This design comes from an exercise in tuning for small area, a short achievable clock period and few clock cycles on the open sky130 flow, not from production work.
Power is estimated from default activity; no workload was simulated.

==> onyx: inputs <==
Design debounce_ctl, start of the top module:
module debounce_ctl (
    input  wire        clk,
    input  wire        rst,
    input  wire        in_valid,
    output wire        in_ready,
    input  wire [7:0]  op,
    input  wire [31:0] period,
    input  wire [9:0]  sample,
    input  wire [31:0] num,
    input  wire [31:0] den,
    input  wire        pin_init,
    output reg         resp_valid,
    output reg         resp_ok,
    output reg         ev_reset,
    output reg         ev_reset_warm,
    output reg         ev_persist,
    output wire [7:0]  persist_val,
    output reg         ev_pulse,
    output wire        ev_diag_liveness,
    output reg         ev_diag_count,
    output wire [8:0]  diag_n,
    output reg         ev_diag_lockdown,
    output reg         ev_act,
    output reg         ev_ind,
    output reg         ev_rearm,
    output reg         act,
    output reg         ind,
    output reg         locked,
    output reg         pwm_valid,
    output reg  [31:0] pwm_on,
    output reg  [31:0] pwm_off
);
export LEC_CHECK = 0
export ABC_CLOCK_PERIOD_IN_PS = 3500
export CAP_MARGIN = 20
export CORE_MARGIN = 2
export CORE_UTILIZATION = 40
export SETUP_SLACK_MARGIN = 5
export SLEW_MARGIN = 20
create_clock -name core_clock -period 10.0 [get_ports {clk}]
run.sh (not shown) runs the stock make flow with config.mk's settings and CLKGATE_MAP_FILE= SYNTH_SCRIPT=/design/flow/synth_recipe.tcl, a recipe that flattens the netlist after the stock synthesis.
==> inputs of indigo, as changes to onyx <==
--- a/flow/design.v
+++ b/flow/design.v
@@ -58,14 +58,15 @@
     reg              busy;           
     reg              fin;            
     reg [31:0]       sa;             
     reg [31:0]       sd;             
     reg [4:0]        bit_k;          
     reg              p_bit;          
-    reg              first;          
-    assign in_ready = !(busy || fin);
+    reg              rneg;           
+    reg              rdy;            
+    assign in_ready = rdy;
     wire take = in_valid && in_ready;
     reg              n_booted, n_pin_level, n_edge_en, n_edge_pend;
     reg              n_deb_armed, n_deb_pend;
     reg [1:0]        n_deb_count;
     reg [2:0]        n_timeout_count;
     reg              n_locked, n_wdt_pend;
@@ -81,12 +82,13 @@
     reg [2:0]        n_store_val;
     reg              m_ok, m_reset, m_persist, m_pulse;
     reg              m_diag_count, m_diag_lockdown, m_act, m_ind, m_rearm;
     reg [2:0]        m_n;
     reg              m_start;
     wire fg_idle_free  = !frame_valid && (fg == FG_IDLE);
+    wire duty_in_range = (den != 32'd0) && !num[31] && (num <= den);
     always @* begin
         n_booted        = booted;
         n_pin_level     = pin_level;
         n_edge_en       = edge_en;
         n_edge_pend     = edge_pend;
         n_deb_armed     = deb_armed;
@@ -183,13 +185,13 @@
             8'h24: if (fg_idle_free) begin                         
                 m_ok = 1'b1;
                 if (pwm_enabled) m_start = 1'b1;
             end
             8'h25: if (fg_idle_free) begin                         
                 m_ok = 1'b1;
-                if (pwm_enabled) m_start = 1'b1;      
+                if (pwm_enabled && duty_in_range) m_start = 1'b1;
             end
             8'h26: if (!frame_valid && fg == FG_READY) begin       
                 m_ok  = 1'b1;
                 n_act = 1'b1;
                 m_act = 1'b1;
                 n_fg  = FG_ON;
@@ -346,39 +348,37 @@
     always @* begin
         p_msb = 5'd0;
         for (i = 1; i < 32; i = i + 1)
             if (pwm_period[i]) p_msb = i[4:0];
     end
     wire [31:0] p_sh  = {pwm_period[30:0], 1'b0};    
+    wire        p_nz  = (pwm_period != 32'd0);
     wire [31:0] sa_g  = p_bit ? sa : 32'd0;
-    wire [31:0] R     = first ? 32'd0 : pwm_off;
-    wire [31:0] Q     = first ? 32'd0 : pwm_on;
-    wire        in_range = (sd != 32'd0) && !sa[31] && (sa <= sd);
-    wire [33:0] x0   = {1'b0, R, 1'b0} + {2'b00, sa_g};
-    wire [34:0] u1a  = {2'b00, R, 1'b0};
+    wire [31:0] Q    = pwm_on;
+    wire [34:0] u1a  = {rneg, rneg, pwm_off, 1'b0};
     wire [34:0] u1b  = {3'b000, sa_g};
-    wire [34:0] u1c  = ~{3'b000, sd};
+    wire [34:0] u1c  = rneg ? {3'b000, sd} : ~{3'b000, sd};
     wire [34:0] s1   = u1a ^ u1b ^ u1c;
     wire [34:0] c1   = (u1a & u1b) | (u1a & u1c) | (u1b & u1c);
-    wire [34:0] x1   = s1 + {c1[33:0], 1'b1};
-    wire [34:0] u2c  = ~{2'b00, sd, 1'b0};
+    wire [34:0] x1   = s1 + {c1[33:0], !rneg};
+    wire [34:0] u2c  = rneg ? 35'd0 : ~{2'b00, sd, 1'b0};
     wire [34:0] s2   = u1a ^ u1b ^ u2c;
     wire [34:0] c2   = (u1a & u1b) | (u1a & u2c) | (u1b & u2c);
-    wire [34:0] x2   = s2 + {c2[33:0], 1'b1};
+    wire [34:0] x2   = s2 + {c2[33:0], !rneg};
     wire        ge2  = !x2[34];
     wire        ge1  = !x1[34];
-    wire [31:0] r_nx = ge2 ? x2[31:0] : ge1 ? x1[31:0] : x0[31:0];
-    wire [30:0] q_inc = Q[30:0] + 31'd1;
-    wire [31:0] q_nx  = {ge2 ? q_inc : Q[30:0], ge1 & !ge2};
-    wire        rnd    = {R, 1'b0} >= {1'b0, sd};
-    wire [31:0] on_nx  = Q + {31'd0, rnd};
-    wire [31:0] off_nx = pwm_period + ~Q + {31'd0, !rnd};
+    wire [31:0] r_nx = ge2 ? x2[31:0] : x1[31:0];
+    wire [31:0] q_inc = Q + 32'd1;
+    wire [31:0] q_nx  = {ge2 ? q_inc[30:0] : Q[30:0], ge1 & !ge2};
+    wire [31:0] on_nx  = ge1 ? q_inc : Q;
+    wire [31:0] off_nx = pwm_period + ~Q + {31'd0, !ge1};
     always @(posedge clk) begin
         if (rst) begin
             busy             <= 1'b0;
             fin              <= 1'b0;
+            rdy              <= 1'b1;
             booted           <= 1'b0;
             pin_level        <= 1'b0;
             edge_en          <= 1'b1;
             edge_pend        <= 1'b0;
             deb_armed        <= 1'b0;
             deb_pend         <= 1'b0;
@@ -427,48 +427,51 @@
                 frame_valid   <= n_frame_valid;
                 frame_vec     <= n_frame_vec;
                 frame_pc      <= n_frame_pc;
                 store_valid   <= n_store_valid;
                 store_val     <= n_store_val;
                 if (m_start) begin
-                    busy  <= 1'b1;
-                    first <= 1'b1;
-                    bit_k <= p_msb;
-                    p_bit <= (pwm_period != 32'd0);
+                    rdy   <= 1'b0;
+                    busy  <= (p_msb != 5'd0);
+                    fin   <= (p_msb == 5'd0);
+                    bit_k <= p_msb - 5'd1;
+                    p_bit <= p_sh[p_msb];
                 end else begin
                     resp_valid <= 1'b1;
                 end
             end
             if (busy) begin
-                first <= 1'b0;
                 bit_k <= bit_k - 5'd1;
                 p_bit <= p_sh[bit_k];
-                if (first && !in_range) begin
-                    busy       <= 1'b0;
-                    resp_valid <= 1'b1;
-                end else if (bit_k == 5'd0) begin
+                if (bit_k == 5'd0) begin
                     busy <= 1'b0;
                     fin  <= 1'b1;
                 end
             end
             if (fin) begin
                 fin        <= 1'b0;
+                rdy        <= 1'b1;
+                resp_valid <= 1'b1;
                 fg         <= FG_READY;
                 pwm_valid  <= 1'b1;
-                resp_valid <= 1'b1;
             end
         end
     end
     always @(posedge clk) begin
         if (in_ready) begin
             sa <= (op[0]) ? num : {22'd0, sample};
             sd <= (op[0]) ? den : 32'd1023;
         end
-        if (busy && (in_range || !first)) begin
+        if (take && m_start) begin
+            pwm_on  <= 32'd0;
+            pwm_off <= !p_nz ? 32'd0 : op[0] ? num : {22'd0, sample};
+            rneg    <= 1'b0;
+        end else if (busy) begin
             pwm_on  <= q_nx;
             pwm_off <= r_nx;
+            rneg    <= !ge1;
         end else if (fin) begin
             pwm_on  <= on_nx;
             pwm_off <= off_nx;
         end
     end
     always @(posedge clk) begin
CORE_UTILIZATION = 60   (was 40)
==> inputs of sierra, as changes to onyx <==
--- a/flow/design.v
+++ b/flow/design.v
@@ -58,13 +58,13 @@
     reg              busy;           
     reg              fin;            
     reg [31:0]       sa;             
     reg [31:0]       sd;             
     reg [4:0]        bit_k;          
     reg              p_bit;          
-    reg              first;          
+    reg              rneg;           
     assign in_ready = !(busy || fin);
     wire take = in_valid && in_ready;
     reg              n_booted, n_pin_level, n_edge_en, n_edge_pend;
     reg              n_deb_armed, n_deb_pend;
     reg [1:0]        n_deb_count;
     reg [2:0]        n_timeout_count;
@@ -81,12 +81,13 @@
     reg [2:0]        n_store_val;
     reg              m_ok, m_reset, m_persist, m_pulse;
     reg              m_diag_count, m_diag_lockdown, m_act, m_ind, m_rearm;
     reg [2:0]        m_n;
     reg              m_start;
     wire fg_idle_free  = !frame_valid && (fg == FG_IDLE);
+    wire duty_in_range = (den != 32'd0) && !num[31] && (num <= den);
     always @* begin
         n_booted        = booted;
         n_pin_level     = pin_level;
         n_edge_en       = edge_en;
         n_edge_pend     = edge_pend;
         n_deb_armed     = deb_armed;
@@ -183,13 +184,13 @@
             8'h24: if (fg_idle_free) begin                         
                 m_ok = 1'b1;
                 if (pwm_enabled) m_start = 1'b1;
             end
             8'h25: if (fg_idle_free) begin                         
                 m_ok = 1'b1;
-                if (pwm_enabled) m_start = 1'b1;      
+                if (pwm_enabled && duty_in_range) m_start = 1'b1;
             end
             8'h26: if (!frame_valid && fg == FG_READY) begin       
                 m_ok  = 1'b1;
                 n_act = 1'b1;
                 m_act = 1'b1;
                 n_fg  = FG_ON;
@@ -346,35 +347,32 @@
     always @* begin
         p_msb = 5'd0;
         for (i = 1; i < 32; i = i + 1)
             if (pwm_period[i]) p_msb = i[4:0];
     end
     wire [31:0] p_sh  = {pwm_period[30:0], 1'b0};    
+    wire        p_nz  = (pwm_period != 32'd0);
     wire [31:0] sa_g  = p_bit ? sa : 32'd0;
-    wire [31:0] R     = first ? 32'd0 : pwm_off;
-    wire [31:0] Q     = first ? 32'd0 : pwm_on;
-    wire        in_range = (sd != 32'd0) && !sa[31] && (sa <= sd);
-    wire [33:0] x0   = {1'b0, R, 1'b0} + {2'b00, sa_g};
-    wire [34:0] u1a  = {2'b00, R, 1'b0};
+    wire [31:0] Q    = pwm_on;
+    wire [34:0] u1a  = {rneg, rneg, pwm_off, 1'b0};
     wire [34:0] u1b  = {3'b000, sa_g};
-    wire [34:0] u1c  = ~{3'b000, sd};
+    wire [34:0] u1c  = rneg ? {3'b000, sd} : ~{3'b000, sd};
     wire [34:0] s1   = u1a ^ u1b ^ u1c;
     wire [34:0] c1   = (u1a & u1b) | (u1a & u1c) | (u1b & u1c);
-    wire [34:0] x1   = s1 + {c1[33:0], 1'b1};
-    wire [34:0] u2c  = ~{2'b00, sd, 1'b0};
+    wire [34:0] x1   = s1 + {c1[33:0], !rneg};
+    wire [34:0] u2c  = rneg ? 35'd0 : ~{2'b00, sd, 1'b0};
     wire [34:0] s2   = u1a ^ u1b ^ u2c;
     wire [34:0] c2   = (u1a & u1b) | (u1a & u2c) | (u1b & u2c);
-    wire [34:0] x2   = s2 + {c2[33:0], 1'b1};
+    wire [34:0] x2   = s2 + {c2[33:0], !rneg};
     wire        ge2  = !x2[34];
     wire        ge1  = !x1[34];
-    wire [31:0] r_nx = ge2 ? x2[31:0] : ge1 ? x1[31:0] : x0[31:0];
-    wire [30:0] q_inc = Q[30:0] + 31'd1;
-    wire [31:0] q_nx  = {ge2 ? q_inc : Q[30:0], ge1 & !ge2};
-    wire        rnd    = {R, 1'b0} >= {1'b0, sd};
-    wire [31:0] on_nx  = Q + {31'd0, rnd};
-    wire [31:0] off_nx = pwm_period + ~Q + {31'd0, !rnd};
+    wire [31:0] r_nx = ge2 ? x2[31:0] : x1[31:0];
+    wire [31:0] q_inc = Q + 32'd1;
+    wire [31:0] q_nx  = {ge2 ? q_inc[30:0] : Q[30:0], ge1 & !ge2};
+    wire [31:0] on_nx  = ge1 ? q_inc : Q;
+    wire [31:0] off_nx = pwm_period + ~Q + {31'd0, !ge1};
     always @(posedge clk) begin
         if (rst) begin
             busy             <= 1'b0;
             fin              <= 1'b0;
             booted           <= 1'b0;
             pin_level        <= 1'b0;
@@ -427,48 +425,49 @@
                 frame_valid   <= n_frame_valid;
                 frame_vec     <= n_frame_vec;
                 frame_pc      <= n_frame_pc;
                 store_valid   <= n_store_valid;
                 store_val     <= n_store_val;
                 if (m_start) begin
-                    busy  <= 1'b1;
-                    first <= 1'b1;
-                    bit_k <= p_msb;
-                    p_bit <= (pwm_period != 32'd0);
+                    busy  <= (p_msb != 5'd0);
+                    fin   <= (p_msb == 5'd0);
+                    bit_k <= p_msb - 5'd1;
+                    p_bit <= p_sh[p_msb];
                 end else begin
                     resp_valid <= 1'b1;
                 end
             end
             if (busy) begin
-                first <= 1'b0;
                 bit_k <= bit_k - 5'd1;
                 p_bit <= p_sh[bit_k];
-                if (first && !in_range) begin
-                    busy       <= 1'b0;
-                    resp_valid <= 1'b1;
-                end else if (bit_k == 5'd0) begin
+                if (bit_k == 5'd0) begin
                     busy <= 1'b0;
                     fin  <= 1'b1;
                 end
             end
             if (fin) begin
                 fin        <= 1'b0;
+                resp_valid <= 1'b1;
                 fg         <= FG_READY;
                 pwm_valid  <= 1'b1;
-                resp_valid <= 1'b1;
             end
         end
     end
     always @(posedge clk) begin
         if (in_ready) begin
             sa <= (op[0]) ? num : {22'd0, sample};
             sd <= (op[0]) ? den : 32'd1023;
         end
-        if (busy && (in_range || !first)) begin
+        if (take && m_start) begin
+            pwm_on  <= 32'd0;
+            pwm_off <= !p_nz ? 32'd0 : op[0] ? num : {22'd0, sample};
+            rneg    <= 1'b0;
+        end else if (busy) begin
             pwm_on  <= q_nx;
             pwm_off <= r_nx;
+            rneg    <= !ge1;
         end else if (fin) begin
             pwm_on  <= on_nx;
             pwm_off <= off_nx;
         end
     end
     always @(posedge clk) begin
CORE_UTILIZATION = 60   (was 40)
==> flow_metrics.py <==
metrics = {
    "timing": {
        "hold_ws_ns": 0.469,
    },
    "layout": {
        "multi_input_area_share": 0.557,
        "buf_share": 0.118,
    },
    "power_and_ir_drop": {
        "powerSeq_mw": 0.953,
        "pwr-share-seq": 0.411,
        "combPwrFrac": 0.163,
        "p_per_area_mw_per_mm2": 96.0,
        "power.share.switching": 0.269,
    },
    "route": {
        "drt_iter0_drc": 2228,
        "drt_pass1_iterations": 6,
        "routed_wl_um": 67500,
    },
    "setup_path": {
        "worstRegToRegCells": 27,
        "cpLargestDelayFamily": "adder cells",
        "cp_num_cells": 27,
    },
    "synth": {
        "synth-xor-area-share": 0.0625,
        "synth_top_area_share": 0.177,
        "synth_cell_types": 93,
    },
    "run_status": {
        "outcome": "no timing/DRC/antenna violations",
    },
    "grt": {
        "use_met1": 0.500,
    },
    "floorplanning": {
        "rows": 65,
        "taps": 402,
    },
}
(the above is from sierra)
==> flow_metrics.py <==
metrics = {
    "run_status": {
        "outcome": "no timing/DRC/antenna violations",
    },
    "setup_path": {
        "worstRegToRegCells": 28,
        "cp_num_cells": 28,
    },
    "grt": {
        "use_met1": 0.362,
    },
    "power_and_ir_drop": {
        "combPwrFrac": 0.198,
    },
    "route": {
        "routed_wl_um": 75200,
    },
    "floorplanning": {
        "rows": 85,
    },
    "synth": {
        "synth_cell_types": 87,
        "synth_top_area_share": 0.203,
        "synth-xor-area-share": 0.0638,
    },
    "layout": {
        "multi_input_area_share": 0.569,
    },
}
(the above is from onyx)
==> flow_metrics.py <==
metrics = {
    "power_and_ir_drop": {
        "pwr-share-seq": 0.370,
        "ir_worst_vdd_v": 0.000121,
        "p_per_area_mw_per_mm2": 105,
    },
    "layout": {
        "multi_input_area_share": 0.537,
        "multi_input_gates": 1716,
        "buf_share": 0.140,
    },
    "floorplanning": {
        "taps": 402,
        "dieArea_mm2": 0.0336,
        "rows": 65,
    },
    "setup_path": {
        "cpLargestDelayFamily": "buffers and inverters",
        "cp_num_cells": 41,
        "worstRegToRegCells": 41,
    },
    "route": {
        "drt_iter0_drc": 2581,
        "routed_wl_um": 72100,
    },
    "synth": {
        "synth_cell_types": 86,
        "synth-xor-area-share": 0.0609,
    },
    "cts": {
        "path_clk_slew_ns": 0.06,
    },
    "timing": {
        "slew_viol_final": 0,
    },
    "flow_run": {
        "drv_cap": 0,
    },
    "run_status": {
        "outcome": "no timing/DRC/antenna violations",
    },
}
(the above is from indigo)
No functional check of the RTL was part of any run of this note.

-- separate check: timing with driven ports --
The results above use ideal ports. As a check the final layouts listed here were re-extracted and re-timed, cells and wires unchanged.
Step 1 assumes that a clkbuf_16 drives the clock port and a buf_2 every other input.
Step 2 times the ports against the registers' clock, not the clock port: input delays grow and output delays shrink by t, the midpoint of the rising clock arrivals with the driver on.
Slacks: ideal ports / drivers / drivers and shift; pairs: ideal ports / drivers.
run	t (ns)	setup slack, ns	worst hold slack (ns)	cell pins on the clock port's net
onyx	0.655	4.460 / 4.460 / 4.460	0.487 / 0.487 / 0.487	1
indigo	0.599	3.413 / 3.413 / 3.413	0.475 / 0.475 / 0.475	1
sierra	0.604	4.084 / 4.084 / 4.084	0.469 / 0.469 / 0.469	1
After both steps setup and hold are still met in every run listed.
